This design comes from an exercise in tuning for small area, a short achievable clock period and few clock cycles on the open sky130 flow, not from production work. RTL that was checked went through simulation tests only; none was proved equivalent to the original. Function not checked in runs 1, 2, 5 and 6: the RTL went through the layout flow alone. Power is estimated from default activity; no workload was simulated.

## flow/standard.sh

```bash
#!/bin/bash
# synth_recipe.tcl (not shown) runs the flow's synth.tcl, then flattens the netlist and writes it again
# the make line also repeats each setting of config.mk as NAME=value (left out here)
make -C /OpenROAD-flow-scripts/flow DESIGN_CONFIG=/design/flow/config.mk WORK_HOME=/design/flow/orfs CLKGATE_MAP_FILE= SYNTH_SCRIPT=/design/flow/synth_recipe.tcl "${@:-finish}"
```

## flow/config.mk

```make
export PLATFORM = sky130hd
export DESIGN_NAME = cqsm_codec
export DESIGN_NICKNAME = cqsm_codec
export VERILOG_FILES = /design/flow/design.v
export SDC_FILE = /design/flow/constraint.sdc
export NUM_CORES = 4
export LEC_CHECK = 0
export CAP_MARGIN = 20
export CORE_MARGIN = 2
export CORE_UTILIZATION = 40
export SLEW_MARGIN = 20
```

## flow/flow/run.sh

```bash
#!/bin/bash
set -euo pipefail
bash standard.sh SETUP_SLACK_MARGIN=9.7 finish > make_finish.log 2>&1
```

## flow/design.v

```verilog
module cqsm_codec (
  input             clk,
  input             rst,           
  input             cmd_valid,
  output reg        cmd_ready,
  input      [1:0]  cmd_op,        
  input      [23:0] cmd_arg,
  input      [3:0]  cfg_kh,
  input      [3:0]  cfg_ks,
  input      [3:0]  cfg_kv,
  input      [8:0]  cfg_nh,
  input      [8:0]  cfg_ns,
  input      [8:0]  cfg_nv,
  input      [7:0]  cfg_gmin,
  input             pix_valid,
  output reg        pix_ready,
  input      [23:0] pix_hsv,
  output reg        res_valid,
  output reg [2:0]  res_err,
  output reg [8:0]  res_info,
  output reg [23:0] res_hsv,
  output reg [7:0]  res_sym,
  output reg [7:0]  res_mg
);
  localparam OP_CONFIG = 2'd0;
  localparam OP_ENC    = 2'd1;
  localparam OP_DEC    = 2'd2;
  localparam OP_CELL   = 2'd3;
  localparam E_OK    = 3'd0;
  localparam E_NOCFG = 3'd2;
  localparam E_QCFG  = 3'd5;
  localparam E_GUARD = 3'd6;
  localparam S_IDLE  = 4'd0;
  localparam S_EXEC  = 4'd1;
  localparam S_ACC   = 4'd2;
  localparam S_ALAST = 4'd3;
  localparam S_DIV   = 4'd4;
  localparam S_DDIV  = 4'd7;
  localparam S_MUL   = 4'd9;
  localparam S_SHIFT = 4'd11;
  localparam S_CST   = 4'd12;
  localparam S_CSTEP = 4'd13;
  localparam S_CEND  = 4'd14;
  localparam S_VERD  = 4'd15;
  reg [3:0]  state;
  reg [1:0]  opr;
  reg [23:0] p;                
  reg        cfgv;
  reg [11:0] kc;               
  reg [38:0] np;               
  reg [3:0]  cnt;
  reg [71:0] acc;              
  reg f_eld, f_stp, f_mul, f_dvm, f_dvl;
  wire [15:0] n   = res_hsv[15:0];
  wire [15:0] rem = {res_info[7:0], res_mg};
  reg [1:0]  ch;
  reg [4:0]  frac;
  reg        fa, fb, anyz;
  wire cmd_fire = cmd_valid && cmd_ready;
  wire pix_fire = pix_valid && pix_ready;
  wire [3:0] kh = kc[3:0];
  wire [3:0] ks = kc[7:4];
  wire [3:0] kv = kc[11:8];
  function [3:0] kmask;
    input [3:0] k;
    case (k[2:0])
      3'd0: kmask = 4'b0000;
      3'd1: kmask = 4'b0001;
      3'd2: kmask = 4'b0011;
      3'd3: kmask = 4'b0111;
      default: kmask = 4'b1111;
    endcase
  endfunction
  function [3:0] dec_c4;
    input [4:0] n5;
    reg   [5:0] m;
    begin
      m = n5[4] ? (6'd32 - {1'b0, n5}) : {1'b0, n5};
      dec_c4 = 4'd15 - m[4:1];
    end
  endfunction
  wire [7:0]  esym = p[7:0];
  wire [7:0]  e_sv = esym >> kv;
  wire [7:0]  e_sh = esym >> (kv + ks);
  wire [11:0] eidx = {esym[3:0] & kmask(kv), e_sv[3:0] & kmask(ks), e_sh[3:0] & kmask(kh)};
  wire        f_ini  = cmd_fire && cmd_op[1];
  reg  [71:0] acc_nx;
  wire [11:0] didx;            
  wire [23:0] elvl;            
  wire [23:0] mean_nx;         
  genvar g;
  generate
    for (g = 0; g < 3; g = g + 1) begin : g_ch
      wire [15:0] R    = acc[24*g+8 +: 16];
      wire [7:0]  L    = acc[24*g +: 8];
      wire [12:0] npc  = np[13*g +: 13];
      wire [3:0]  kcc  = kc[4*g +: 4];
      wire [15:0] dvs  = f_dvm ? n : {3'd0, npc};
      wire [7:0]  pg   = p[8*g +: 8];
      wire [7:0]  lo   = {1'b0, acc[24*g +: 7]} + {1'b0, pg[6:0]};
      wire [17:0] bhi  = f_stp ? ~{2'd0, dvs} : {17'd0, pg[7]};
      wire [17:0] hi   = {1'b0, acc[24*g+7 +: 17]} + bhi + {17'd0, f_stp | lo[7]};
      wire        cmt  = f_mul ? L[7] : ~hi[17];
      wire [7:0]  lnx  = {L[6:0], cmt};
      wire [15:0] rnx  = cmt ? hi[15:0] : {R[14:0], f_mul | L[7]};
      wire [23:0] addv = {hi[16:0], lo[6:0]};
      wire [3:0]  ei   = eidx[4*g +: 4];
      wire [3:0]  c4   = dec_c4(npc[4:0]);
      always @(*) begin
        if (f_ini)
          acc_nx[24*g +: 24] = {9'd0, cmd_op[0] ? cmd_arg[15:1] : {cmd_arg[8*g +: 8], c4, 3'd0}};
        else if (f_eld)
          acc_nx[24*g +: 24] = {16'hFFFF, ei, 1'b1, 3'b000};
        else if (f_dvl)
          acc_nx[24*g +: 24] = {9'd0, lnx, c4, 3'd0};
        else if (f_stp)
          acc_nx[24*g +: 24] = {rnx, lnx};
        else
          acc_nx[24*g +: 24] = addv;
      end
      assign mean_nx[8*g +: 8] = lnx;
      wire [3:0] mk   = kmask(kcc);
      wire       sat  = lnx[4] || ((lnx[3:1] & ~mk[3:1]) != 3'd0);
      assign didx[4*g +: 4] = {sat ? mk[3:1] : lnx[3:1], mk[0] & (sat | lnx[0])};
      assign elvl[8*g +: 8] = ~rnx[12:5];
    end
  endgenerate
  wire [3:0] ksv = ks + kv;
  wire [7:0] dsym = ({4'd0, didx[3:0]} << ksv) | ({4'd0, didx[7:4]} << kv) | {4'd0, didx[11:8]};
  function kbig;                
    input [3:0] k;
    kbig = k[3] | (k[2] & (k[1] | k[0]));
  endfunction
  function nbig;                
    input [8:0] nn;
    nbig = nn[8] & (nn[7:0] != 8'd0);
  endfunction
  function nsmall;              
    input [8:0] nn;
    input [3:0] k;
    nsmall = (nn[8:4] == 5'd0) && ((nn[3:0] & ~kmask(k)) == 4'd0);
  endfunction
  wire [3:0] cbits = {1'b0, kh[2:0]} + {1'b0, ks[2:0]} + {1'b0, kv[2:0]};
  wire [8:0] nh0 = np[8:0];
  wire [8:0] ns0 = np[21:13];
  wire [8:0] nv0 = np[34:26];
  reg  [8:0] ck_info;
  reg        ck_bad;
  always @(*) begin
    ck_bad  = 1'b1;
    ck_info = 9'h000;
    if      (kbig(kh))                           ck_info = 9'h001;
    else if (kbig(ks))                           ck_info = 9'h011;
    else if (kbig(kv))                           ck_info = 9'h021;
    else if (cbits == 4'd0 || cbits > 4'd8)      ck_info = 9'h002;
    else if (nbig(nh0))                          ck_info = 9'h003;
    else if (nsmall(nh0, kh))                    ck_info = 9'h004;
    else if (nbig(ns0))                          ck_info = 9'h013;
    else if (nsmall(ns0, ks))                    ck_info = 9'h014;
    else if (nbig(nv0))                          ck_info = 9'h023;
    else if (nsmall(nv0, kv))                    ck_info = 9'h024;
    else                                         ck_bad  = 1'b0;
  end
  wire [3:0]  sk   = (ch == 2'd0) ? kh : (ch == 2'd1) ? ks : kv;
  wire [12:0] snp  = (ch == 2'd0) ? np[12:0] : (ch == 2'd1) ? np[25:13] : np[38:26];
  wire [7:0]  s_mb = snp[12:5];
  wire [7:0]  s_ma = snp[12:5] - {7'd0, ~snp[4]};
  wire [7:0]  geff = (res_hsv[7:0] == 8'd0) ? 8'd1 : res_hsv[7:0];
  wire [7:0]  s_cm = anyz ? s_ma : s_mb;
  wire [3:0]  m4   = snp[3:0];
  wire [3:0]  km   = kmask(sk);
  wire [5:0]  s_sum = {1'b0, frac} + {1'b0, m4, 1'b0};
  wire        s_fail = s_sum[5] ? fb : fa;
  reg [3:0] state_nb;          
  always @(*) begin
    state_nb = state;
    case (state)
      S_EXEC:  begin
        if (opr == OP_CONFIG)      state_nb = ck_bad ? S_IDLE : S_SHIFT;
        else                       state_nb = S_MUL;
      end
      S_ACC:   if (pix_valid && rem == 16'd1) state_nb = S_ALAST;
      S_ALAST: state_nb = S_DIV;
      S_DIV:   if (cnt == 4'd7) state_nb = S_DDIV;
      S_DDIV:  if (cnt == 4'd4) state_nb = S_IDLE;
      S_MUL:   if (cnt == 4'd4) state_nb = S_IDLE;
      S_SHIFT: if (cnt == 4'd3) state_nb = S_CST;
      S_CST:   state_nb = (kmask(sk) == 4'd0) ? S_CEND : S_CSTEP;
      S_CSTEP: if (cnt == km) state_nb = S_CEND;
      S_CEND:  state_nb = (ch == 2'd2) ? S_VERD : S_CST;
      S_VERD:  state_nb = S_IDLE;
      default: state_nb = S_IDLE;
    endcase
  end
  wire a_cfg   = cmd_valid && (cmd_op == OP_CONFIG);
  wire a_nocfg = cmd_valid && (cmd_op != OP_CONFIG) && !cfgv;
  wire a_enc   = cmd_valid && (cmd_op == OP_ENC) && cfgv;
  wire a_dec   = cmd_valid && (cmd_op == OP_DEC) && cfgv;
  wire a_cell  = cmd_valid && (cmd_op == OP_CELL) && cfgv;
  wire [3:0] state_ni = (a_cfg || a_enc) ? S_EXEC : a_dec ? S_DDIV : a_cell ? S_ACC : S_IDLE;
  wire nb_idle = (state_nb == S_IDLE);
  always @(posedge clk) begin
    if (rst) begin
      state     <= S_IDLE;
      cmd_ready <= 1'b1;
      pix_ready <= 1'b0;
      res_valid <= 1'b0;
      cfgv      <= 1'b0;
      f_eld <= 1'b0; f_stp <= 1'b0;
      f_mul <= 1'b0; f_dvm <= 1'b0; f_dvl <= 1'b0;
    end else begin
      if (cmd_ready) begin
        state     <= state_ni;
        cmd_ready <= !cmd_valid || a_nocfg;
        pix_ready <= a_cell;
        res_valid <= a_nocfg;
        f_stp     <= a_dec;
        f_mul     <= 1'b0;
        f_dvm     <= 1'b0;
      end else begin
        state     <= state_nb;
        cmd_ready <= nb_idle;
        pix_ready <= (state_nb == S_ACC);
        res_valid <= nb_idle;
        f_stp     <= (state_nb == S_DIV) || (state_nb == S_DDIV) || (state_nb == S_MUL);
        f_mul     <= (state_nb == S_MUL);
        f_dvm     <= (state_nb == S_DIV);
      end
      f_eld <= cmd_fire && (cmd_op == OP_ENC);
      f_dvl <= (state == S_DIV && cnt == 4'd6);
      if (state == S_EXEC && opr == OP_CONFIG)
        cfgv <= 1'b0;
      if (state == S_VERD && res_err == E_OK)
        cfgv <= 1'b1;
    end
  end
  integer c;
  always @(posedge clk) begin
    acc     <= acc_nx;
    res_sym <= dsym;
    if (pix_ready)
      p <= pix_valid ? pix_hsv : 24'd0;
    else if (cmd_fire && cmd_op == OP_ENC)
      p <= cmd_arg;
    else
      p <= 24'd0;
    if (cmd_ready)
      opr <= cmd_op;
    if (cmd_fire && cmd_op == OP_CONFIG) begin
      kc      <= {cfg_kv, cfg_ks, cfg_kh};
      np      <= {4'd0, cfg_nv, 4'd0, cfg_ns, 4'd0, cfg_nh};
    end
    if (f_dvl)
      res_hsv <= mean_nx;
    case (state)
      S_IDLE: if (cmd_fire) begin
        res_info      <= 9'd0;
        res_err       <= (cmd_op != OP_CONFIG && !cfgv) ? E_NOCFG : E_OK;
        res_hsv[15:0] <= (cmd_op == OP_CONFIG) ? {8'd0, cfg_gmin} : cmd_arg[15:0];
        cnt           <= 4'd0;
        if (cmd_op == OP_CELL && cfgv)
          {res_info[7:0], res_mg} <= cmd_arg[15:0];
      end
      S_EXEC: begin
        cnt    <= 4'd0;
        res_mg <= 8'd255;
        if (opr == OP_CONFIG && ck_bad) begin
          res_err  <= E_QCFG;
          res_info <= ck_info;
        end
      end
      S_ALAST: cnt <= 4'd0;
      S_ACC: if (pix_fire) {res_info[7:0], res_mg} <= rem - 16'd1;
      S_DIV: cnt <= (cnt == 4'd7) ? 4'd0 : cnt + 4'd1;
      S_DDIV: cnt <= cnt + 4'd1;
      S_MUL: begin
        cnt <= cnt + 4'd1;
        if (cnt == 4'd4) res_hsv <= elvl;
      end
      S_SHIFT: begin
        for (c = 0; c < 3; c = c + 1)
          if ({1'b0, cnt[1:0]} + kc[4*c +: 3] < 3'd4)
            np[13*c +: 13] <= {np[13*c +: 12], 1'b0};
        cnt <= cnt + 4'd1;
        if (cnt == 4'd3)
          ch <= 2'd0;
      end
      S_CST: begin
        frac <= snp[4:0];
        fa   <= (s_ma < geff);
        fb   <= (s_mb < geff);
        anyz <= 1'b0;
        cnt  <= 4'd1;
      end
      S_CSTEP: begin
        frac <= s_sum[4:0];
        if (!s_sum[5]) anyz <= 1'b1;
        if (s_fail && res_err == E_OK) begin
          res_err  <= E_GUARD;
          res_info <= {1'b0, cnt, 2'b00, ch};
        end
        cnt <= cnt + 4'd1;
      end
      S_CEND: begin
        if (km != 4'd0 && s_cm < res_mg)
          res_mg <= s_cm;
        ch <= ch + 2'd1;
      end
      default: ;
    endcase
  end
endmodule
```

## flow/constraint.sdc

```tcl
create_clock -name core_clock -period 13.5 [get_ports {clk}]
set_input_delay 2.7000 -clock core_clock [delete_from_list [all_inputs] [get_ports {clk}]]
set_output_delay 2.7000 -clock core_clock [all_outputs]
set_load 0.01 [all_outputs]
```

==> results.toml, run 1 <==
[logic_synthesis]
netlist_area_mm2 = 0.01729
synthArstFlopShare_pct = 0
synthTopCellsByArea = "dfxtp_1 21%, ha_1 8.2%, edfxtp_1 8.0%, a21oi_1 5.8%, o21ai_0 5.2%"
yosysTopAreaCell = "dfxtp_1"
avgSynthCellArea_um2 = 8.130
synth_nets = 2357
synth_edf_count = 46
yosysWarnings = 1
yosysTopAreaCellShare_pct = 20.84
synthCells = 2127
ys_ff_latch = 226
ys_seq_area_share_pct = 28.83
synth_ff_type = "dfxtp_1"
synth.distinct_cells = 97

[grt]
grt_max_degree = 58
overflow = 0
grt_pass1_vias = 17500
grt_pass1_wl_mm = 108.0
track_usage_pct = 31.75
antenna_found_initial = 5

[power_and_ir_drop]
leakagePower_nw = 9.353
worst_ir_drop_vdd_mv = 0.1083
power_frac_comb_pct = 31.6
p_int_w = 0.001639
finalPower_w = 0.002554
swShare_pct = 35.81
switching_power_w = 0.0009146
pwr-share-clk_pct = 31.3
seqPwrFrac_pct = 37.1
p_per_area_mw_per_mm2 = 110.8

[cells_and_area]
drive_gt1_share_pct = 24.19
nNetsFinal = 2610
final_cell_mix = "223 x nand2_1, 164 x a21oi_1, 141 x o21ai_0, 141 x buf_4, 140 x dfxtp_1"
syn_to_final_growth_pct = 33.34
final_common_cell = "nand2_1"
fin_util_pct = 53.77
n_fill_cell = 3918
regArea_mm2 = 0.005110
multi_input_area_mm2 = 0.01284

[placement]
gp_routability_congestion = 0.9522
dp_hpwl_mm = 51.47
dp_slack_ps = 7762
numPortBuffers = 154

[outcome]
status = "complete, no violations"

[flow_run]
drv_cap = 0

[critical_path]
cp-start-kind = "flip-flop"
path_class = "flip-flop to flip-flop"
arrival_ps = 4460
cp.required_ps = 13960
critPathMaxFanout = 4
end_kind = "flip-flop"

[clocking]
clock_latency_ps = 590
clock_sinks = 226
cts_max_level = 1
cts-root-buf = "clkbuf_16"
cts_tree = "done"
clkTransAtPathRegs_ps = 60
cts_hold_buf = 0
cts_buffers = 28
clockBufferDepth = 3

[sta]
tightest_slew_ps = 1391
fin_tns_setup_ps = 0
slew-limit-headroom_pct = 4.637
fin_skew_ps = 24.02
fin_crit_sh_pct = 29.68
slew_violations = 0
fin_ws_ps = 9494
timing.final.hold_violations = 0
rsz0062_at_grt = "yes"
fin_crit_ps = 4006
whs_ps = 491.8
finalSetupViolations = 0
timing.fmax_mhz = 249.6

[floorplan]
rows = 76
core_area_mm2 = 0.04289
ios = 156
die_w_um = 211.9
die_h_um = 211.9
initial_core_util_pct = 40.32
fp.dieArea_mm2 = 0.04491

[drt]
route.final.wire_length_mm = 74.53
drc = 0
vias = 18730
routedWlPerCell_um = 24.94
drt_first_iter_violations = 2139
vias_per_cell = 6.265
dr.pass1.iters = 6
antenna_left = 0

[hold_path]
hold_class = "flip-flop to flip-flop"
==> layout make-up <==
| cell class | instances | share of cell area (%) |
|---|---|---|
| sequential | 226 | 22.16 |
| tap | 585 | 3.174 |
| timing repair inverter | 2 | 0.09767 |
| clock inverter | 7 | 0.4287 |
| multi-input combinational | 1695 | 55.69 |
| timing repair buffer | 340 | 13.14 |
| clock buffer | 45 | 3.771 |
| inverter | 87 | 1.508 |
| antenna | 2 | 0.02170 |
==> power groups by stage <==
stage                     sequential (W)  combinational (W)  clock [W]
final                           0.000948           0.000808   0.000798
after global routing            0.000952           0.000872   0.000830
after CTS                       0.000937           0.000738   0.000802
after detailed placement        0.000956           0.000662          0
after global placement          0.000958           0.000651          0
after floorplan                 0.000871           0.000480          0
==> critical path: stages (launching register included) <==
cell	delay, ps
dfxtp_4	350
ha_4	220
a21o_1	160
a21oi_2	140
o21bai_1	100
a21oi_2	140
o21bai_1	90
a211oi_2	290
fa_2	280
nand2b_4	130
a21o_1	170
a21o_1	210
a211oi_4	80
buf_6	140
o21a_4	230
nor3_4	220
buf_6	160
buf_16	130
mux2_4	300
a221o_1	300
==> layer usage <==
| layer | GRT usage, % | vias up | routed length [µm] |
|---|---|---|---|
| met1 | 43.07 | 8987 | 30740 |
| met3 | 6.498 | 227 | 8000 |
| li1 | - | 8401 | - |
| met5 | 0 | - | 30 |
| met2 | 48.73 | 1105 | 32180 |
| met4 | 13.79 | 6 | 3576 |
==> cells in the mapped netlist (38+ instances only) <==
cell type  number
clkbuf_1       97
nor2_1        144
a21o_1         38
mux2i_1        73
nand3_1        38
inv_1          82
dfxtp_1       180
nand2_1       232
edfxtp_1       46
o21ai_0       181
xnor2_1        73
a21oi_1       199
ha_1          114
==> path summary, 6_finish.rpt <==
kind,from,end,slack [ps],depth (start not counted)
worst max register to register,acc[1]$_DFF_P_,acc[20]$_SDFF_PP0_,9490,19
worst max-delay path,acc[1]$_DFF_P_,acc[20]$_SDFF_PP0_,9490,19
worst min-delay path,np[38]$_DFF_P_,np[38]$_DFF_P_,490,2
worst min register to register,np[38]$_DFF_P_,np[38]$_DFF_P_,490,2
==> sequential cells by signal, indices dropped and copies added (netlist names), 2 cells and up <==
register  count
res_err       3
cnt           4
frac          4
state         4
np           39
ch            2
opr           2
res_mg        8
res_info      8
res_hsv      24
acc          72
res_sym       8
kc           12
p            24
==> metrics by stage <==
stage,cell area [µm²],std cells
finish,23060,2989
global route,23050,2987
CTS,21880,2931
detailed placement,19340,2762
global placement,19340,2762
floorplan,17510,2127
==> repair_timing <==
action                     4_1_cts  5_1_grt
gates cloned                     8        2
setup endpoints to repair      269      131
pin swaps                       70       99
resized for setup              458      166
buffers inserted               109       54
==> cell families (layout without fill, tap and decap cells) <==
family | Yosys count | in the layout | share of synthesized area, %
muxes | 111 | 111 | 6.874
AOI/OAI and AO/OA | 756 | 756 | 28.57
buffers and inverters | 210 | 481 | 4.732
and+or+nand+nor | 596 | 600 | 16.02
adders and majority gates | 130 | 130 | 10.04
xor gates and xnor gates | 97 | 97 | 4.913
other | 1 | 3 | 0.02169
DFF | 226 | 226 | 28.83
==> inputs of run 2 (changes only) <==
==> flow/flow/run.sh (replaced) <==
#!/bin/bash
set -euo pipefail
bash standard.sh SETUP_SLACK_MARGIN=9.7 CAP_MARGIN=30 "BUFFER_PORTS_ARGS=-buffer_cell sky130_fd_sc_hd__buf_2" finish > make_finish.log 2>&1
==> results.toml, run 2 <==
[sta]
fin_crit_ps = 4002
slew_violations = 0
tightest_slew_ps = 966.5
fin_ws_ps = 9498
timing.fmax_mhz = 249.9
fin_skew_ps = 21.44
slew-limit-headroom_pct = 35.07
rsz0062_at_grt = "yes"
timing.final.hold_violations = 0
fin_tns_setup_ps = 0
finalSetupViolations = 0
fin_crit_sh_pct = 29.64

[placement]
dp_hpwl_mm = 50.89
dp_slack_ps = 8136
numPortBuffers = 154
gp_routability_congestion = 0.9690

[logic_synthesis]
synthTopCellsByArea = "dfxtp_1 21%, ha_1 8.2%, edfxtp_1 8.0%, a21oi_1 5.8%, o21ai_0 5.2%"
synth_nets = 2357
synth.distinct_cells = 97
synthArstFlopShare_pct = 0
netlist_area_mm2 = 0.01729
ys_top_cells_by_count = "232 x nand2_1, 199 x a21oi_1, 181 x o21ai_0"
avgSynthCellArea_um2 = 8.130
yosysTopAreaCell = "dfxtp_1"
synth_edf_count = 46
ys_seq_area_share_pct = 28.83
synth_ff_type = "dfxtp_1"
ys_ff_latch = 226
synth_most_common_cell = "nand2_1"
yosysTopAreaCellShare_pct = 20.84
synthCells = 2127
yosysWarnings = 1

[flow_run]
drv_cap = 0

[cells_and_area]
largest_register_ff_count = 72
syn_to_final_growth_pct = 28.91
top_regs = "acc: 72 flops, np: 39 flops"
final_common_cell = "nand2_1"
fin_util_pct = 51.98
nNetsFinal = 2618
drive_gt1_share_pct = 27.39
top_register = "acc"
final_cell_mix = "224 x nand2_1, 169 x a21oi_1, 153 x buf_4, 147 x buf_2, 143 x o21ai_0"

[clocking]
cts_buffers = 29
clockBufferDepth = 3
cts_max_level = 1
cts-root-buf = "clkbuf_16"
cts_hold_buf = 0
cts_tree = "done"
clkTransAtPathRegs_ps = 60
clock_latency_ps = 590
clock_sinks = 226

[power_and_ir_drop]
p_per_area_mw_per_mm2 = 111.1
leakagePower_nw = 9.252
worst_ir_drop_vdd_mv = 0.09848

[hold_path]
hold_class = "flip-flop to flip-flop"
whs_path_depth = 2

[drt]
vias = 18610
antenna_left = 0
vias_per_cell = 6.212
route.final.wire_length_mm = 73.66
drt_first_iter_violations = 2269
routedWlPerCell_um = 24.59
dr.pass1.iters = 6
drc = 0

[grt]
grt_pass1_wl_mm = 107.6
grt_pass1_vias = 17580
antenna_found_initial = 4
overflow = 0
grt_max_degree = 51
track_usage_pct = 31.58

[critical_path]
crit_path_frequent_cell = "a21o_1"
r2r-end = "acc[20]$_SDFF_PP0_"
path_class = "flip-flop to flip-flop"
reg2reg_from = "acc[1]$_DFF_P_"
cp-startpoint = "acc[1]$_DFF_P_"
rr_worst_depth = 19
path_cells = "ha_4 > a21o_1 > a21oi_2 > o21bai_1 > a21oi_2 > o21bai_1 > a211oi_2 > fa_2 > nand2b_4 > a21o_1 > a21o_1 > a211oi_4 > buf_6 > o21a_4 > nor3_4 > buf_12 > buf_8 > mux2_4 > a221o_1"
cp.required_ps = 13970
arrival_ps = 4470
end_kind = "flip-flop"
crit_path_end = "acc[20]$_SDFF_PP0_"
slowest_stage = "dfxtp_4"
critPathMaxFanout = 6
critPathMaxStageDelay_ps = 350
cp-start-kind = "flip-flop"
rrSetupSlack_ps = 9500

[floorplan]
core_area_mm2 = 0.04289
initial_core_util_pct = 40.32
fp.dieArea_mm2 = 0.04491
ios = 156
die_h_um = 211.9
rows = 76
die_w_um = 211.9

[outcome]
status = "complete, no violations"
run 2: area by class of cell:
| class | count | area (µm²) |
|---|---|---|
| fill | 4016 | 20590 |
| multi-input combinational | 1694 | 12660 |
| sequential | 226 | 5106 |
| timing repair buffer | 350 | 2562 |
| clock buffer | 40 | 807.0 |
| tap | 585 | 732.0 |
| inverter | 87 | 341.6 |
| clock inverter | 13 | 77.57 |
| antenna | 1 | 2.502 |
run 2: layer usage:
metal,part of all wire (%),GRT usage (%),vias to the layer above
met5,0.015,0,-
met1,42,43.50,8840
li1,-,-,8407
met2,43,49.37,1157
met4,4.2,11.49,2
met3,11,5.548,206
run 2: through the flow:
stage	total power (W)	hold WS (ps)	instances	area, µm²
floorplan	0.001351	448.4	2127	17510
CTS	0.002402	493.0	2936	21230
detailed placement	0.001589	483.5	2763	18600
global placement	0.001576	474.2	2761	18570
finish	0.002477	497.8	2996	22290
global route	0.002579	541.5	2995	22290
run 2: worst min path at each step:
stage	start	to	slack, ps
finish	np[12]$_DFF_P_	np[12]$_DFF_P_	500
global route	np[12]$_DFF_P_	np[12]$_DFF_P_	540
CTS	np[12]$_DFF_P_	np[12]$_DFF_P_	490
detailed placement	np[12]$_DFF_P_	np[12]$_DFF_P_	480
global placement	np[12]$_DFF_P_	np[12]$_DFF_P_	470
floorplan	np[38]$_DFF_P_	np[38]$_DFF_P_	450
run 2: where the power goes:
| part | switching, W | leakage, nW | internal, W |
|---|---|---|---|
| clock | 0.000328 | 0.441 | 0.000416 |
| sequential | 0.000156 | 1.95 | 0.000791 |
| combinational | 0.000433 | 6.87 | 0.000353 |
| total | 0.000917 | 9.25 | 0.00156 |
run 2: critical path, delay by kind of cell, from the launching register on:
kind | cells | cell delay (ps)
AOI/OAI and AO/OA | 11 | 1900
and+or+nand+nor | 2 | 380
DFF | 1 | 350
adders and majority gates | 2 | 480
muxes | 1 | 310
buffers and inverters | 3 | 440
run 2: logic make-up after synthesis:
group                    after synthesis  synth area share, %
other                                  1              0.02169
XOR/XNOR                              97                4.913
AND/OR/NAND/NOR                      596                16.02
AO/OA/AOI/OAI                        756                28.57
adder cells (fa/ha/maj)              130                10.04
flip-flops                           226                28.83
multiplexers                         111                6.874
buffers and inverters                210                4.732
run 2: timing repair:
action	4_1_cts	5_1_grt
buffers inserted	117	57
setup endpoints to repair	211	148
resized for setup	196	143
pin swaps	72	84
gates cloned	3	1
==> inputs of run 3 (changes only) <==
--- a/flow/design.v
+++ b/flow/design.v
@@ -31,7 +31,8 @@
   localparam E_QCFG  = 3'd5;
   localparam E_GUARD = 3'd6;
   localparam S_IDLE  = 4'd0;
-  localparam S_EXEC  = 4'd1;
+  localparam S_CEXEC = 4'd1;     
+  localparam S_EEXEC = 4'd5;     
   localparam S_ACC   = 4'd2;
   localparam S_ALAST = 4'd3;
   localparam S_DIV   = 4'd4;
@@ -43,7 +44,6 @@
   localparam S_CEND  = 4'd14;
   localparam S_VERD  = 4'd15;
   reg [3:0]  state;
-  reg [1:0]  opr;
   reg [23:0] p;                
   reg        cfgv;
   reg [11:0] kc;               
@@ -79,7 +79,7 @@
       dec_c4 = 4'd15 - m[4:1];
     end
   endfunction
-  wire [7:0]  esym = p[7:0];
+  wire [7:0]  esym = res_hsv[7:0];    
   wire [7:0]  e_sv = esym >> kv;
   wire [7:0]  e_sh = esym >> (kv + ks);
   wire [11:0] eidx = {esym[3:0] & kmask(kv), e_sv[3:0] & kmask(ks), e_sh[3:0] & kmask(kh)};
@@ -175,10 +175,8 @@
   always @(*) begin
     state_nb = state;
     case (state)
-      S_EXEC:  begin
-        if (opr == OP_CONFIG)      state_nb = ck_bad ? S_IDLE : S_SHIFT;
-        else                       state_nb = S_MUL;
-      end
+      S_CEXEC: state_nb = ck_bad ? S_IDLE : S_SHIFT;
+      S_EEXEC: state_nb = S_MUL;
       S_ACC:   if (pix_valid && rem == 16'd1) state_nb = S_ALAST;
       S_ALAST: state_nb = S_DIV;
       S_DIV:   if (cnt == 4'd7) state_nb = S_DDIV;
@@ -197,7 +195,7 @@
   wire a_enc   = cmd_valid && (cmd_op == OP_ENC) && cfgv;
   wire a_dec   = cmd_valid && (cmd_op == OP_DEC) && cfgv;
   wire a_cell  = cmd_valid && (cmd_op == OP_CELL) && cfgv;
-  wire [3:0] state_ni = (a_cfg || a_enc) ? S_EXEC : a_dec ? S_DDIV : a_cell ? S_ACC : S_IDLE;
+  wire [3:0] state_ni = a_cfg ? S_CEXEC : a_enc ? S_EEXEC : a_dec ? S_DDIV : a_cell ? S_ACC : S_IDLE;
   wire nb_idle = (state_nb == S_IDLE);
   always @(posedge clk) begin
     if (rst) begin
@@ -228,7 +226,7 @@
       end
       f_eld <= cmd_fire && (cmd_op == OP_ENC);
       f_dvl <= (state == S_DIV && cnt == 4'd6);
-      if (state == S_EXEC && opr == OP_CONFIG)
+      if (state == S_CEXEC)
         cfgv <= 1'b0;
       if (state == S_VERD && res_err == E_OK)
         cfgv <= 1'b1;
@@ -240,12 +238,8 @@
     res_sym <= dsym;
     if (pix_ready)
       p <= pix_valid ? pix_hsv : 24'd0;
-    else if (cmd_fire && cmd_op == OP_ENC)
-      p <= cmd_arg;
     else
       p <= 24'd0;
-    if (cmd_ready)
-      opr <= cmd_op;
     if (cmd_fire && cmd_op == OP_CONFIG) begin
       kc      <= {cfg_kv, cfg_ks, cfg_kh};
       np      <= {4'd0, cfg_nv, 4'd0, cfg_ns, 4'd0, cfg_nh};
@@ -261,10 +255,11 @@
         if (cmd_op == OP_CELL && cfgv)
           {res_info[7:0], res_mg} <= cmd_arg[15:0];
       end
-      S_EXEC: begin
+      S_EEXEC: cnt <= 4'd0;
+      S_CEXEC: begin
         cnt    <= 4'd0;
         res_mg <= 8'd255;
-        if (opr == OP_CONFIG && ck_bad) begin
+        if (ck_bad) begin
           res_err  <= E_QCFG;
           res_info <= ck_info;
         end
==> results.toml, run 3 <==
[logic_synthesis]
synthArstFlopShare_pct = 0
synth_nets = 2317
synthXorXnorAreaFrac_pct = 5.234
muxShareOfSynthArea_pct = 8.684
synth_edf_count = 44
ys_seq_area_share_pct = 29.14
yosysTopAreaCellShare_pct = 21.32
yosysWarnings = 1
synth_most_common_cell = "nand2_1"
synth_top_family_by_area = "compound AO/OA/AOI/OAI gates"
synth_fa_ha_area_share_pct = 10.22
ys_ff_latch = 224
synthCells = 2087
avgSynthCellArea_um2 = 8.098
synth.distinct_cells = 86
synth_ff_type = "dfxtp_1"
synth-compound-area-share_pct = 25.69
yosys.area_share.simple_pct = 16.12
netlist_area_mm2 = 0.01690
synthTopCellsByArea = "dfxtp_1 21%, ha_1 8.4%, edfxtp_1 7.8%, mux2i_1 6.8%, o21ai_0 6.1%"
ys_top_cells_by_count = "229 x nand2_1, 205 x o21ai_0, 202 x a21oi_1"
yosysTopAreaCell = "dfxtp_1"

[power_and_ir_drop]
seqPwrFrac_pct = 34.5
p_per_area_mw_per_mm2 = 128.0
power_frac_comb_pct = 35.8
p_int_w = 0.001721
worst_ir_drop_vdd_mv = 0.09107
swShare_pct = 37.98
switching_power_w = 0.001054
pwr-share-clk_pct = 29.8
leakagePower_nw = 9.332

[sta]
fin_skew_ps = 14.55
timing.fmax_mhz = 245.4
slew_violations = 0
fin_crit_ps = 4076
fin_ws_ps = 9424
timing.final.hold_violations = 0
rsz0062_at_grt = "yes"
slew-limit-headroom_pct = 39.28
tightest_slew_ps = 910.9
finalSetupViolations = 0
fin_crit_sh_pct = 30.19
fin_tns_setup_ps = 0

[critical_path]
path_cells = "ha_4 > a21o_1 > a21oi_2 > o21bai_1 > a21oi_2 > o21bai_1 > a211oi_2 > fa_2 > buf_6 > nand2b_4 > a21oi_4 > o2111a_2 > o21ai_4 > or4_4 > nand3_2 > buf_6 > buf_12 > buf_12 > mux2i_4 > nand2_2 > o221ai_2"
cp.buffers_inverters = 4
cp.required_ps = 14010
cp-start-kind = "flip-flop"
end_kind = "flip-flop"
critPathMaxStageDelay_ps = 540
critPathMaxFanout = 7
arrival_ps = 4590
critical-path-top-delay-family = "compound AO/OA/AOI/OAI gates"
slowest_stage = "or4_4"
path_class = "flip-flop to flip-flop"

[cells_and_area]
final_common_cell = "nand2_1"
final_cell_mix = "217 x nand2_1, 179 x a21oi_1, 165 x o21ai_0, 142 x dfxtp_1, 139 x buf_2"
nNetsFinal = 2560
top_register = "acc"
antennaDiodeCount = 0
drive_gt1_share_pct = 25.71
top_regs = "acc: 72 flops, np: 39 flops"
n_fill_cell = 3922
largest_register_ff_count = 72
syn_to_final_growth_pct = 28.30

[clocking]
clock_sinks = 224
clockBufferDepth = 3
clock_latency_ps = 600
cts_buffers = 29
cts-root-buf = "clkbuf_16"
cts_max_level = 1
cts_tree = "done"
clkTransAtPathRegs_ps = 70
cts_hold_buf = 0

[grt]
track_usage_pct = 31.23
overflow = 0
antenna_found_initial = 1
grt_max_degree = 66
grt_pass1_wl_mm = 103.7
grt_pass1_vias = 16670

[drt]
drc = 0
drt_first_iter_violations = 1925
antenna_left = 0
route.final.wire_length_mm = 71.33
routedWlPerCell_um = 24.66
dr.pass1.iters = 6
vias_per_cell = 6.166
vias = 17830

[floorplan]
core_area_mm2 = 0.04185
fp.dieArea_mm2 = 0.04391
ios = 156
rows = 75
die_w_um = 209.6
initial_core_util_pct = 40.38
die_h_um = 209.6

[placement]
dp_slack_ps = 7954
gp_routability_congestion = 0.9600
dp_hpwl_mm = 49.94
numPortBuffers = 154

[flow_run]
drv_cap = 0

[hold_path]
hold_class = "flip-flop to flip-flop"

[outcome]
status = "complete, no violations"
==> run 3: changes by cell type in the layout (fill, tap and decap cells not counted), moves of 10 or more <==
cell     previous run  this run
mux2i_1            72       102
a22o_1             28         1
and3_1              4        29
o21ai_0           143       165
buf_4             153       138
mux2_4             20         5
nor2_1            133       122
a21oi_1           169       179
==> run 3: power groups by stage <==
stage	Combinational (W)	Clock (W)	Sequential, W
2_1_floorplan	0.000603	0	0.000886
3_3_place_gp	0.000772	0	0.000972
3_5_place_dp	0.000787	0	0.000971
4_1_cts	0.000895	0.000832	0.000946
5_1_grt	0.00107	0.000862	0.000962
6_report	0.000992	0.000826	0.000957
==> run 3: layout make-up <==
cell class | instances | area, µm² | share of cell area [%]
inverter | 94 | 370.4 | 1.708
clock inverter | 17 | 191.4 | 0.8828
multi-input combinational | 1651 | 12130 | 55.95
timing repair buffer | 330 | 2480 | 11.44
tap | 539 | 674.4 | 3.110
sequential | 224 | 5030 | 23.20
clock buffer | 37 | 807.0 | 3.722
==> run 3: kinds of logic after synthesis <==
family | count (synthesis)
other | 1
AOI/OAI and AO/OA | 694
xor gates and xnor gates | 101
adders and majority gates | 129
and+or+nand+nor | 587
DFF | 224
buffers and inverters | 213
muxes | 138
==> run 3: path summary, 6_finish.rpt <==
path / startpoint / endpoint / slack, ps / depth (start not counted)
worst max-delay path: acc[1]$_DFF_P_ / res_hsv[3]$_DFF_P_ / 9420 / 21
worst min-delay path: np[38]$_DFF_P_ / np[38]$_DFF_P_ / 500 / 2
worst min register to register: np[38]$_DFF_P_ / np[38]$_DFF_P_ / 500 / 2
worst max register to register: acc[1]$_DFF_P_ / res_hsv[3]$_DFF_P_ / 9420 / 21
==> run 3: metal layers <==
layer / vias up / share of wire (%) / GRT usage [%]
met5: - / 0.015 / 0
li1: 8117 / - / -
met2: 1000 / 44 / 49.02
met4: 2 / 5.1 / 14.55
met3: 209 / 10 / 5.342
met1: 8503 / 40 / 41.99
==> run 3: per-stage QoR <==
step	util (%)	hold slack [ps]	cell area (µm²)	total power (W)	std cells
after global placement	43.31	480.2	18130	0.001744	2682
after CTS	49.35	491.1	20650	0.002673	2835
after floorplan	-	448.4	17070	0.001488	2087
final	51.81	495.2	21680	0.002775	2892
after global routing	51.81	540.2	21680	0.002897	2892
after detailed placement	43.38	482.8	18160	0.001758	2684
==> run 3: worst reg2reg max path: stages (launching register included) <==
cell and delay, ps:
dfxtp_4 350, ha_4 250, a21o_1 120, a21oi_2 70
o21bai_1 150, a21oi_2 80, o21bai_1 170, a211oi_2 120
fa_2 380, buf_6 130, nand2b_4 140, a21oi_4 170
o2111a_2 280, o21ai_4 100, or4_4 540, nand3_2 80
buf_6 130, buf_12 150, buf_12 120, mux2i_4 220
nand2_2 120, o221ai_2 100
==> run 3: timing repair <==
item,in CTS,in global routing
cloned,1,2
endpoints found under the setup margin,208,151
gates resized for setup,190,133
pin swaps,83,75
endpoints found under the hold margin,0,0
setup buffers,96,53
Testbench counts of run 3, summed over its fixed seeds: cycles 121,516.
==> inputs of run 4 (changes only) <==
==> flow/flow/run.sh (replaced) <==
#!/bin/bash
set -euo pipefail
bash standard.sh SETUP_SLACK_MARGIN=9.5 CAP_MARGIN=30 "BUFFER_PORTS_ARGS=-buffer_cell sky130_fd_sc_hd__buf_2" finish > make_finish.log 2>&1
==> results.toml, run 4 <==
[outcome]
status = "complete, no violations"

[sta]
timing.final.hold_violations = 0
fin_tns_setup_ps = 0
slew_violations = 0
tightest_slew_ps = 1013
fin_crit_sh_pct = 30.66
rsz0062_at_grt = "yes"
fin_ws_ps = 9361
fin_crit_ps = 4139
fin_skew_ps = 14.10
finalSetupViolations = 0
slew-limit-headroom_pct = 32.46
timing.fmax_mhz = 241.6

[critical_path]
slowest_stage = "or4_4"
path_class = "flip-flop to flip-flop"
end_kind = "flip-flop"
cp.required_ps = 13950
rrSetupSlack_ps = 9360
cp-start-kind = "flip-flop"
critPathMaxStageDelay_ps = 440
path_cells = "ha_4 > a21o_1 > a21oi_2 > o21bai_2 > a21oi_2 > o21bai_2 > a211oi_2 > fa_2 > fa_2 > nor2b_4 > o31a_1 > or4_4 > a21oi_4 > buf_6 > o21ba_4 > xnor2_4 > mux2i_4 > a21o_1 > nand2_1"
critPathMaxFanout = 3
arrival_ps = 4590

[power_and_ir_drop]
p_per_area_mw_per_mm2 = 129.7
leakagePower_nw = 9.026
worst_ir_drop_vdd_mv = 0.09178

[cells_and_area]
syn_to_final_growth_pct = 24.20
top_regs = "acc: 72 flops, np: 39 flops"
finalNonFillerCells = 2835
drive_gt1_share_pct = 21.88
final_cell_mix = "222 x nand2_1, 185 x a21oi_1, 174 x o21ai_0, 154 x dfxtp_1, 154 x buf_2"
multi_input_area_mm2 = 0.01206
nNetsFinal = 2502
n_fill_cell = 3989
final_common_cell = "nand2_1"
largest_register_ff_count = 72
fin_util_pct = 50.16
post-route-cell-area_mm2 = 0.02099
top_register = "acc"
regArea_mm2 = 0.004992

[logic_synthesis]
synth_nets = 2317
ys_top_cells_by_count = "229 x nand2_1, 205 x o21ai_0, 202 x a21oi_1"
synthCells = 2087
synth_ff_type = "dfxtp_1"
yosysWarnings = 1
yosysTopAreaCellShare_pct = 21.32
ys_ff_latch = 224
synth_edf_count = 44
avgSynthCellArea_um2 = 8.098
netlist_area_mm2 = 0.01690
synth.distinct_cells = 86
synth_most_common_cell = "nand2_1"
synthArstFlopShare_pct = 0
yosysTopAreaCell = "dfxtp_1"
ys_seq_area_share_pct = 29.14
synthTopCellsByArea = "dfxtp_1 21%, ha_1 8.4%, edfxtp_1 7.8%, mux2i_1 6.8%, o21ai_0 6.1%"

[flow_run]
drv_cap = 0

[clocking]
clock_latency_ps = 580
cts_tree = "done"
cts-root-buf = "clkbuf_16"
clock_sinks = 224
clockBufferDepth = 3
cts_max_level = 1
clkTransAtPathRegs_ps = 70
cts_buffers = 28

[grt]
grt_max_degree = 69
grt_pass1_vias = 16710
grt_pass1_wl_mm = 103.6
track_usage_pct = 31.17
antenna_found_initial = 1
overflow = 0

[floorplan]
rows = 75
ios = 156
core_area_mm2 = 0.04185
fp.dieArea_mm2 = 0.04391
die_w_um = 209.6
initial_core_util_pct = 40.38
die_h_um = 209.6

[drt]
vias = 17480
routedWlPerCell_um = 24.95
vias_per_cell = 6.166
drc = 0
route.final.wire_length_mm = 70.73
drt_first_iter_violations = 1677
dr.pass1.iters = 6
antenna_left = 0

[placement]
dp_hpwl_mm = 51.79
dp.cells = 2689
dp_slack_ps = 8321
numPortBuffers = 154
gp_routability_congestion = 0.9820
postPlaceCellArea_mm2 = 0.01819

[hold_path]
hold_class = "flip-flop to flip-flop"
==> run 4: cell counts after synthesis <==
Identical to the previous run, type by type.
==> run 4: worst max-delay path, delay by kind of cell (launching register included) <==
family	cells	cell delay, ps
adder cells (fa/ha/maj)	3	810
buffers and inverters	1	120
XOR/XNOR	1	90
AO/OA/AOI/OAI	10	1860
multiplexers	1	230
AND/OR/NAND/NOR	3	540
flip-flops	1	350
==> run 4: logic make-up after synthesis <==
family	Yosys count	share of synthesized area, %
multiplexers	138	8.684
adder cells (fa/ha/maj)	129	10.22
buffers and inverters	213	4.893
flip-flops	224	29.14
other	1	0.02219
AND/OR/NAND/NOR	587	16.12
XOR/XNOR	101	5.234
AO/OA/AOI/OAI	694	25.69
==> run 4: area by class of cell <==
type                    count  area share, %
repair buffers            273          9.215
multi-input cells        1651          57.47
clock buffers              38          3.862
well taps                 539          3.213
flip-flops and latches    224          23.78
clock inverters            14         0.7093
diodes                      2        0.02384
inverters                  94          1.723
==> run 4: path summary, 6_finish.rpt <==
path             startpoint            endpoint  cells after the start
min reg2reg  np[25]$_DFF_P_      np[25]$_DFF_P_                      2
max reg2reg  acc[1]$_DFF_P_  acc[18]$_SDFF_PP0_                     19
max          acc[1]$_DFF_P_  acc[18]$_SDFF_PP0_                     19
min          np[25]$_DFF_P_      np[25]$_DFF_P_                      2
==> run 4: per-stage QoR <==
| stage | hold slack, ps | total power (W) |
|---|---|---|
| after global placement | 470.1 | 0.001761 |
| final | 498.6 | 0.002722 |
| after CTS | 498.2 | 0.002621 |
| after floorplan | 448.4 | 0.001485 |
| after global routing | 523.8 | 0.002843 |
| after detailed placement | 489.1 | 0.001770 |
==> run 4: timing repair <==
action,CTS,global route
endpoints found under the setup margin,157,121
endpoints found under the hold margin,0,0
hold buffers,0,0
resized for setup,132,133
buffers inserted,46,41
pin swaps,42,97
gates cloned,2,2
==> run 4: layer usage <==
| layer | track usage, % | up-vias | routed length [µm] |
|---|---|---|---|
| li1 | - | 7993 | - |
| met1 | 41.13 | 8335 | 28930 |
| met2 | 50.05 | 942 | 31410 |
| met3 | 5.761 | 211 | 6754 |
| met4 | 13.35 | 0 | 3645 |
| met5 | 0 | - | 0 |
==> run 4: power breakdown <==
group,total [W],internal [W],switching [W]
registers,0.000974,0.000799,0.000175
logic,0.000946,0.000414,0.000532
clock network,0.000802,0.000476,0.000327
==> inputs of run 5 (changes only) <==
--- a/flow/design.v
+++ b/flow/design.v
@@ -44,7 +44,7 @@
   localparam S_CEND  = 4'd14;
   localparam S_VERD  = 4'd15;
   reg [3:0]  state;
-  reg [23:0] p;                
+  reg [2:0]  cr;               
   reg        cfgv;
   reg [11:0] kc;               
   reg [38:0] np;               
@@ -85,6 +85,7 @@
   wire [11:0] eidx = {esym[3:0] & kmask(kv), e_sv[3:0] & kmask(ks), e_sh[3:0] & kmask(kh)};
   wire        f_ini  = cmd_fire && cmd_op[1];
   reg  [71:0] acc_nx;
+  wire [2:0]  lo_c;            
   wire [11:0] didx;            
   wire [23:0] elvl;            
   wire [23:0] mean_nx;         
@@ -96,14 +97,15 @@
       wire [12:0] npc  = np[13*g +: 13];
       wire [3:0]  kcc  = kc[4*g +: 4];
       wire [15:0] dvs  = f_dvm ? n : {3'd0, npc};
-      wire [7:0]  pg   = p[8*g +: 8];
+      wire [7:0]  pg   = pix_hsv[8*g +: 8] & {8{pix_fire}};
       wire [7:0]  lo   = {1'b0, acc[24*g +: 7]} + {1'b0, pg[6:0]};
       wire [17:0] bhi  = f_stp ? ~{2'd0, dvs} : {17'd0, pg[7]};
-      wire [17:0] hi   = {1'b0, acc[24*g+7 +: 17]} + bhi + {17'd0, f_stp | lo[7]};
+      wire [17:0] hi   = {1'b0, acc[24*g+7 +: 17]} + bhi + {17'd0, f_stp | cr[g]};
       wire        cmt  = f_mul ? L[7] : ~hi[17];
       wire [7:0]  lnx  = {L[6:0], cmt};
       wire [15:0] rnx  = cmt ? hi[15:0] : {R[14:0], f_mul | L[7]};
       wire [23:0] addv = {hi[16:0], lo[6:0]};
+      assign lo_c[g] = lo[7];
       wire [3:0]  ei   = eidx[4*g +: 4];
       wire [3:0]  c4   = dec_c4(npc[4:0]);
       always @(*) begin
@@ -236,10 +238,7 @@
   always @(posedge clk) begin
     acc     <= acc_nx;
     res_sym <= dsym;
-    if (pix_ready)
-      p <= pix_valid ? pix_hsv : 24'd0;
-    else
-      p <= 24'd0;
+    cr <= (f_ini || f_eld || f_stp) ? 3'd0 : lo_c;
     if (cmd_fire && cmd_op == OP_CONFIG) begin
       kc      <= {cfg_kv, cfg_ks, cfg_kh};
       np      <= {4'd0, cfg_nv, 4'd0, cfg_ns, 4'd0, cfg_nh};
==> flow/flow/run.sh (replaced) <==
#!/bin/bash
set -euo pipefail
bash standard.sh SETUP_SLACK_MARGIN=9.7 CAP_MARGIN=30 "BUFFER_PORTS_ARGS=-buffer_cell sky130_fd_sc_hd__buf_2" finish > make_finish.log 2>&1
==> results.toml, run 5 <==
[logic_synthesis]
yosysTopAreaCell = "dfxtp_1"
ys_seq_area_share_pct = 27.45
synth_nets = 2265
synth_edf_count = 44
synthCells = 2035
synth_ff_type = "dfxtp_1"
ys_top_cells_by_count = "203 x nand2_1, 196 x o21ai_0, 195 x a21oi_1"
yosysWarnings = 1
yosysTopAreaCellShare_pct = 19.40
ys_ff_latch = 203
avgSynthCellArea_um2 = 8.062
synth_most_common_cell = "nand2_1"
netlist_area_mm2 = 0.01641
synthArstFlopShare_pct = 0
synthTopCellsByArea = "dfxtp_1 19%, ha_1 8.7%, edfxtp_1 8.1%, mux2i_1 7.9%, o21ai_0 6.0%"
synth.distinct_cells = 85

[floorplan]
fp.dieArea_mm2 = 0.04265
ios = 156
core_area_mm2 = 0.04065
die_w_um = 206.5
rows = 74
initial_core_util_pct = 40.37
die_h_um = 206.5

[sta]
fin_crit_sh_pct = 39.43
tightest_slew_ps = 1021
fin_crit_ps = 5323
rsz0062_at_grt = "yes"
slew-limit-headroom_pct = 31.68
fin_tns_setup_ps = 0
finalSetupViolations = 0
timing.final.hold_violations = 0
timing.fmax_mhz = 187.9
slew_violations = 0
fin_skew_ps = 22.34

[critical_path]
path_class = "input pin to flip-flop"
cp-start-kind = "input pin"
arrival_ps = 5740
rr_worst_depth = 15
end_kind = "flip-flop"
cp.required_ps = 13920
critPathMaxFanout = 6

[power_and_ir_drop]
leakagePower_nw = 9.221
switching_power_w = 0.001049
power_frac_comb_pct = 38.3
swShare_pct = 39.43
pwr-share-clk_pct = 27.5
p_int_w = 0.001612
worst_ir_drop_vdd_mv = 0.07769
seqPwrFrac_pct = 34.1
p_per_area_mw_per_mm2 = 122.7

[cells_and_area]
nNetsFinal = 2541
fin_util_pct = 53.34
drive_gt1_share_pct = 27.84
top_register = "acc"
multi_input_area_mm2 = 0.01239
syn_to_final_growth_pct = 32.14
largest_register_ff_count = 72
n_fill_cell = 3726
regArea_mm2 = 0.004562
top_regs = "acc: 72 flops, np: 39 flops, res_hsv: 24 flops"
antennaDiodeCount = 0
final_cell_mix = "195 x nand2_1, 164 x a21oi_1, 152 x o21ai_0, 150 x buf_4, 149 x buf_2"
final_common_cell = "nand2_1"

[drt]
vias_per_cell = 6.243
drt_first_iter_violations = 1955
dr.pass1.iters = 8
route.final.wire_length_mm = 72.32
antenna_left = 0
vias = 17870
routedWlPerCell_um = 25.26
drc = 0

[clocking]
clkTransAtPathRegs_ps = 60
clock_latency_ps = 570
cts_hold_buf = 0
cts_max_level = 1
clockBufferDepth = 3
cts_tree = "done"
clock_sinks = 203
cts_buffers = 26
cts-root-buf = "clkbuf_16"

[grt]
grt_pass1_wl_mm = 105.3
grt_pass1_vias = 16650
overflow = 0
grt_max_degree = 55
track_usage_pct = 32.83
antenna_found_initial = 1

[hold_path]
hold_class = "flip-flop to flip-flop"
whs_path_depth = 2

[placement]
dp_hpwl_mm = 52.20
gp_routability_congestion = 0.9742
numPortBuffers = 154

[flow_run]
drv_cap = 0

[outcome]
status = "complete, no violations"
run 5: changes by cell type after synthesis, moves of 11 or more:
cell and delta:
mux2i_1 +16, o211ai_1 -13, nand3_1 -13, nand2_1 -26, inv_1 -12, a211oi_1 +11
dfxtp_1 -21
run 5: worst max-delay path, cell delays in order:
cell	delay, ps
buf_8	80
buf_12	120
nand2_8	70
buf_6	130
nor3b_4	170
a31oi_2	70
fa_2	440
nor2b_4	180
o31ai_4	90
a211oi_4	360
nor2_4	80
a211o_1	320
o311ai_4	110
buf_12	180
buf_12	150
mux2i_4	280
a21o_1	150
nand2_1	50
run 5: through the flow:
| stage | setup slack [ps] | instance area [µm²] | hold slack [ps] | cells | power [W] |
|---|---|---|---|---|---|
| 5_1_grt | 8075 | 21680 | 504.1 | 2863 | 0.002771 |
| 3_5_place_dp | 7055 | 17980 | 474.3 | 2640 | 0.001719 |
| 4_1_cts | 8169 | 20410 | 493.9 | 2788 | 0.002537 |
| 6_report | 8177 | 21680 | 486.8 | 2863 | 0.002661 |
| 3_3_place_gp | 6951 | 17930 | 469.2 | 2636 | 0.001699 |
| 2_1_floorplan | 8135 | 16760 | 448.4 | 2035 | 0.001416 |
run 5: cell type report:
class,count,share of cell area [%]
Inverter,83,1.529
Sequential cell,203,21.04
Timing Repair Buffer,363,13.07
Clock buffer,36,3.751
Timing Repair inverter,1,0.04040
Clock inverter,12,0.3463
Multi-Input combinational cell,1633,57.15
Tap cell,532,3.070
run 5: timing repair:
item	CTS	global route
gates cloned	4	1
setup endpoints to repair	214	174
endpoints found under the hold margin	0	0
pin swaps	75	121
gates resized for setup	169	146
buffers inserted	96	71
run 5: worst paths after layout:
path               startpoint                  to  slack, ps
min            np[38]$_DFF_P_      np[38]$_DFF_P_        490
min reg2reg    np[38]$_DFF_P_      np[38]$_DFF_P_        490
max                 pix_valid  acc[17]$_SDFF_PP0_       8180
max reg2reg  f_stp$_SDFF_PP0_     acc[60]$_DFF_P_       8640
run 5: power groups by stage:
| stage | clock (W) | sequential (W) | combinational [W] |
|---|---|---|---|
| 2_1_floorplan | 0 | 0.000822 | 0.000595 |
| 3_3_place_gp | 0 | 0.000913 | 0.000786 |
| 3_5_place_dp | 0 | 0.000911 | 0.000808 |
| 4_1_cts | 0.000735 | 0.000893 | 0.000909 |
| 5_1_grt | 0.000762 | 0.000910 | 0.00110 |
| 6_report | 0.000733 | 0.000908 | 0.00102 |
run 5: logic make-up after synthesis:
logic type               after synthesis  synth area share [%]
XOR/XNOR                             100                 5.338
AND/OR/NAND/NOR                      553                 15.74
other                                  1               0.02286
buffers and inverters                199                 4.781
flip-flops                           203                 27.45
adder cells (fa/ha/maj)              130                 10.58
AO/OA/AOI/OAI                        707                 27.12
multiplexers                         142                 8.961
run 5: layer usage:
layer	global-route usage, %	up-vias	wire length [µm]
li1	-	8064	-
met1	44.23	8524	29710
met2	48.73	1018	30410
met3	5.992	267	6981
met4	19.72	0	5222
met5	0	-	0
==> inputs of run 6 (changes only) <==
--- a/flow/design.v
+++ b/flow/design.v
@@ -44,12 +44,12 @@
   localparam S_CEND  = 4'd14;
   localparam S_VERD  = 4'd15;
   reg [3:0]  state;
-  reg [2:0]  cr;               
+  reg [23:0] p;                
   reg        cfgv;
   reg [11:0] kc;               
   reg [38:0] np;               
   reg [3:0]  cnt;
-  reg [71:0] acc;              
+  reg [74:0] acc;              
   reg f_eld, f_stp, f_mul, f_dvm, f_dvl;
   wire [15:0] n   = res_hsv[15:0];
   wire [15:0] rem = {res_info[7:0], res_mg};
@@ -84,41 +84,42 @@
   wire [7:0]  e_sh = esym >> (kv + ks);
   wire [11:0] eidx = {esym[3:0] & kmask(kv), e_sv[3:0] & kmask(ks), e_sh[3:0] & kmask(kh)};
   wire        f_ini  = cmd_fire && cmd_op[1];
-  reg  [71:0] acc_nx;
-  wire [2:0]  lo_c;            
+  reg  [74:0] acc_nx;
   wire [11:0] didx;            
   wire [23:0] elvl;            
   wire [23:0] mean_nx;         
   genvar g;
   generate
     for (g = 0; g < 3; g = g + 1) begin : g_ch
-      wire [15:0] R    = acc[24*g+8 +: 16];
-      wire [7:0]  L    = acc[24*g +: 8];
+      wire [24:0] A    = acc[25*g +: 25];
+      wire [7:0]  L    = A[7:0];
       wire [12:0] npc  = np[13*g +: 13];
       wire [3:0]  kcc  = kc[4*g +: 4];
       wire [15:0] dvs  = f_dvm ? n : {3'd0, npc};
-      wire [7:0]  pg   = pix_hsv[8*g +: 8] & {8{pix_fire}};
-      wire [7:0]  lo   = {1'b0, acc[24*g +: 7]} + {1'b0, pg[6:0]};
-      wire [17:0] bhi  = f_stp ? ~{2'd0, dvs} : {17'd0, pg[7]};
-      wire [17:0] hi   = {1'b0, acc[24*g+7 +: 17]} + bhi + {17'd0, f_stp | cr[g]};
-      wire        cmt  = f_mul ? L[7] : ~hi[17];
-      wire [7:0]  lnx  = {L[6:0], cmt};
-      wire [15:0] rnx  = cmt ? hi[15:0] : {R[14:0], f_mul | L[7]};
-      wire [23:0] addv = {hi[16:0], lo[6:0]};
-      assign lo_c[g] = lo[7];
+      wire [7:0]  pg   = p[8*g +: 8];
+      wire [7:0]  lo   = {1'b0, A[6:0]} + {1'b0, pg[6:0]};
+      wire        inv  = f_mul ? L[7] : ~A[24];
+      wire        used = ~f_mul | L[7];
+      wire [17:0] bhi  = f_stp ? ({18{inv}} ^ ({2'd0, dvs} & {18{used}})) : {17'd0, pg[7]};
+      wire        cin  = f_stp ? (f_mul | inv) : lo[7];
+      wire [17:0] hi   = A[24:7] + bhi + {17'd0, cin};
+      wire        q    = ~hi[16];
+      wire [7:0]  lnx  = {L[6:0], q};
+      wire [16:0] rnx  = hi[16:0];
+      wire [24:0] addv = {hi, lo[6:0]};
       wire [3:0]  ei   = eidx[4*g +: 4];
       wire [3:0]  c4   = dec_c4(npc[4:0]);
       always @(*) begin
         if (f_ini)
-          acc_nx[24*g +: 24] = {9'd0, cmd_op[0] ? cmd_arg[15:1] : {cmd_arg[8*g +: 8], c4, 3'd0}};
+          acc_nx[25*g +: 25] = {10'd0, cmd_op[0] ? cmd_arg[15:1] : {cmd_arg[8*g +: 8], c4, 3'd0}};
         else if (f_eld)
-          acc_nx[24*g +: 24] = {16'hFFFF, ei, 1'b1, 3'b000};
+          acc_nx[25*g +: 25] = {17'h1FFFF, ei, 1'b1, 3'b000};
         else if (f_dvl)
-          acc_nx[24*g +: 24] = {9'd0, lnx, c4, 3'd0};
+          acc_nx[25*g +: 25] = {10'd0, lnx, c4, 3'd0};
         else if (f_stp)
-          acc_nx[24*g +: 24] = {rnx, lnx};
+          acc_nx[25*g +: 25] = {rnx, lnx};
         else
-          acc_nx[24*g +: 24] = addv;
+          acc_nx[25*g +: 25] = addv;
       end
       assign mean_nx[8*g +: 8] = lnx;
       wire [3:0] mk   = kmask(kcc);
@@ -238,7 +239,10 @@
   always @(posedge clk) begin
     acc     <= acc_nx;
     res_sym <= dsym;
-    cr <= (f_ini || f_eld || f_stp) ? 3'd0 : lo_c;
+    if (pix_ready)
+      p <= pix_valid ? pix_hsv : 24'd0;
+    else
+      p <= 24'd0;
     if (cmd_fire && cmd_op == OP_CONFIG) begin
       kc      <= {cfg_kv, cfg_ks, cfg_kh};
       np      <= {4'd0, cfg_nv, 4'd0, cfg_ns, 4'd0, cfg_nh};
==> results.toml, run 6 <==
[logic_synthesis]
ys_ff_latch = 227
ys_seq_area_share_pct = 28.70
yosysTopAreaCell = "dfxtp_1"
synthTopCellsByArea = "dfxtp_1 21%, ha_1 8.2%, edfxtp_1 7.6%, mux2i_1 7.5%, xnor2_1 5.8%"
synth_fa_ha_area_share_pct = 9.999
synth_ff_type = "dfxtp_1"
synth_top_family_by_area = "compound AO/OA/AOI/OAI gates"
avgSynthCellArea_um2 = 8.086
yosysWarnings = 1
synth_nets = 2378
synth.distinct_cells = 82
synth_most_common_cell = "nand2_1"
muxShareOfSynthArea_pct = 8.594
synth_edf_count = 44
synth-compound-area-share_pct = 22.84
ys_top_cells_by_count = "226 x nand2_1, 194 x nor2_1, 183 x dfxtp_1"
synthArstFlopShare_pct = 0
synthCells = 2148
netlist_area_mm2 = 0.01737
yosys.area_share.simple_pct = 17.84
yosysTopAreaCellShare_pct = 21.09
synthXorXnorAreaFrac_pct = 7.463

[drt]
dr.pass1.iters = 6
drt_first_iter_violations = 1954
routedWlPerCell_um = 23.98
vias = 17950
vias_per_cell = 6.041
route.final.wire_length_mm = 71.25
drc = 0
antenna_left = 0

[floorplan]
die_h_um = 212.4
rows = 76
initial_core_util_pct = 40.41
die_w_um = 212.4
core_area_mm2 = 0.04298
ios = 156
fp.dieArea_mm2 = 0.04510

[cells_and_area]
post-route-cell-area_mm2 = 0.02208
nNetsFinal = 2592
final_cell_mix = "220 x nand2_1, 188 x nor2_1, 155 x o21ai_0, 145 x dfxtp_1, 144 x buf_2"
n_fill_cell = 4098
top_register = "acc"
final_common_cell = "nand2_1"
multi_input_area_mm2 = 0.01261
finalNonFillerCells = 2971
largest_register_ff_count = 75
syn_to_final_growth_pct = 27.14
top_regs = "acc: 75 flops, np: 39 flops"
drive_gt1_share_pct = 24.21
regArea_mm2 = 0.005090

[sta]
timing.fmax_mhz = 240.4
tightest_slew_ps = 886.9
fin_skew_ps = 16.88
slew_violations = 0
fin_crit_ps = 4160
timing.final.hold_violations = 0
slew-limit-headroom_pct = 40.42
fin_crit_sh_pct = 30.81
fin_tns_setup_ps = 0
rsz0062_at_grt = "yes"
finalSetupViolations = 0

[clocking]
clkTransAtPathRegs_ps = 60
cts_buffers = 28
clock_latency_ps = 580
cts-root-buf = "clkbuf_16"
cts_tree = "done"
clock_sinks = 227
cts_hold_buf = 0
cts_max_level = 1
clockBufferDepth = 3

[critical_path]
critPathMaxFanout = 5
cp.buffers_inverters = 1
arrival_ps = 4630
path_class = "flip-flop to flip-flop"
slowest_stage = "a2111oi_4"
cp.required_ps = 13970
critPathMaxStageDelay_ps = 360
path_cells = "ha_4 > a21o_1 > a21oi_2 > o21bai_1 > a21oi_2 > nor2b_1 > o21ai_1 > a22o_1 > fa_2 > inv_2 > fa_2 > a211o_1 > a2111oi_4 > nor2_2 > o21a_1 > a41o_1 > xor2_4 > a2bb2oi_2 > a221o_1"
rr_worst_depth = 19
cp.depth = 19
critical-path-top-delay-family = "compound AO/OA/AOI/OAI gates"
end_kind = "flip-flop"
cp-start-kind = "flip-flop"

[power_and_ir_drop]
worst_ir_drop_vdd_mv = 0.09734
leakagePower_nw = 9.267
p_per_area_mw_per_mm2 = 133.0

[grt]
antenna_found_initial = 0
grt_max_degree = 84
grt_pass1_vias = 16990
grt_pass1_wl_mm = 104.4
overflow = 0
track_usage_pct = 30.50

[placement]
postPlaceCellArea_mm2 = 0.01878
gp_routability_congestion = 0.9512
numPortBuffers = 154
dp_hpwl_mm = 50.67
dp.cells = 2783

[outcome]
status = "complete, no violations"

[hold_path]
whs_path_depth = 2
hold_class = "flip-flop to flip-flop"

[flow_run]
drv_cap = 0
-- run 6: cell count changes in the layout (fill, tap and decap cells not counted), sizes merged, moves of 22 or more --
cell   delta
a21oi    -40
buf      -53
dfxtp    +24
nand2    +24
nand3    +25
nor2     +53
o21ai    -22
xnor2    +42
-- run 6: cell type report --
| cell class | count | area share (%) |
|---|---|---|
| multi-input combinational | 1714 | 57.09 |
| timing repair buffer | 312 | 10.47 |
| clock inverter | 11 | 0.7140 |
| tap | 585 | 3.315 |
| sequential | 227 | 23.05 |
| antenna | 3 | 0.03400 |
| clock buffer | 40 | 3.910 |
| inverter | 79 | 1.417 |
-- run 6: through the flow --
stage | total power [W] | setup WS (ps) | hold WS [ps] | utilization (%)
2_1_floorplan | 0.001580 | 9500 | 447.7 | -
4_1_cts | 0.002862 | 9292 | 533.0 | 49.80
3_5_place_dp | 0.001911 | 8022 | 520.4 | 43.68
5_1_grt | 0.003056 | 9157 | 562.9 | 51.36
3_3_place_gp | 0.001897 | 8128 | 506.5 | 43.67
6_report | 0.002936 | 9340 | 526.3 | 51.37
-- run 6: power by group --
group	switching [W]	internal [W]
registers	0.000147	0.000817
logic	0.000648	0.000482
clock network	0.000324	0.000518
total	0.00112	0.00182
-- run 6: repair_timing --
| action | in CTS | in global routing |
|---|---|---|
| buffers inserted | 96 | 32 |
| pin swaps | 68 | 76 |
| setup endpoints to repair | 221 | 120 |
| gates cloned | 3 | 3 |
| endpoints found under the hold margin | 0 | 0 |
| gates resized for setup | 191 | 78 |
-- run 6: path summary, 6_finish.rpt --
| kind | startpoint | endpoint | slack (ps) |
|---|---|---|---|
| worst max register to register | acc[51]$_DFF_P_ | res_sym[0]$_DFF_P_ | 9340 |
| worst min register to register | acc[49]$_SDFF_PP0_ | acc[49]$_SDFF_PP0_ | 530 |
| worst max-delay path | acc[51]$_DFF_P_ | res_sym[0]$_DFF_P_ | 9340 |
| worst min-delay path | acc[49]$_SDFF_PP0_ | acc[49]$_SDFF_PP0_ | 530 |
-- run 6: cells by family after synthesis --
logic type,count (synthesis)
muxes,142
and+or+nand+nor,672
DFF,227
xor gates and xnor gates,148
buffers and inverters,209
AOI/OAI and AO/OA,619
other,1
adders and majority gates,130
-- run 6: tightest hold or removal path: stages, from the launching register on --
cell and delay [ps]:
dfxtp_1 310, o2111ai_1 90, nand3_1 80
-- run 6: per-layer routing --
metal  vias up  track usage (%)  routed length, µm
met3       205            5.923               6468
met1      8599            39.83              29070
li1       8186                -                  -
met4         0            14.61               3552
met2       959            48.34              32160
met5         -                0                  0

-- afterwards: timing with drivers on the ports --
The flow's constraints put no driver on any port. The routed layouts listed below were extracted and timed again, unchanged, in two steps. Step 1: set_driving_cell puts a clkbuf_16 on clk and a buf_2 on each other input, an assumption about the parent block. Step 2 moves the port delays by t, midway between the first and last clock arrival at a register: inputs arrive t later, outputs are due t later. That takes back most of the time a late clock gives input paths. Three values: ideal, step 1, step 2; two values: the first two.
run | t (ns) | setup WS [ns] | hold slack, ns | worst setup path at the end | pins driven straight from the clock port
run 1 | 0.635 | 9.494 / 9.494 / 9.052 | 0.492 / 0.492 / 0.492 | input to register | 1
run 2 | 0.640 | 9.498 / 9.498 / 8.940 | 0.498 / 0.498 / 0.498 | input to register | 1
run 3 | 0.650 | 9.424 / 9.424 / 8.973 | 0.495 / 0.495 / 0.495 | input to register | 1
run 4 | 0.625 | 9.361 / 9.361 / 8.899 | 0.499 / 0.499 / 0.499 | input to register | 1
run 5 | 0.619 | 8.177 / 8.185 / 7.566 | 0.487 / 0.487 / 0.487 | input to register | 1
run 6 | 0.629 | 9.340 / 9.340 / 9.113 | 0.526 / 0.526 / 0.526 | input to register | 1
After both steps every run listed still meets setup and hold. For run 5, which loses most, drivers alone change the setup slack by +0.008 ns; drivers and shift together by -0.611 ns.
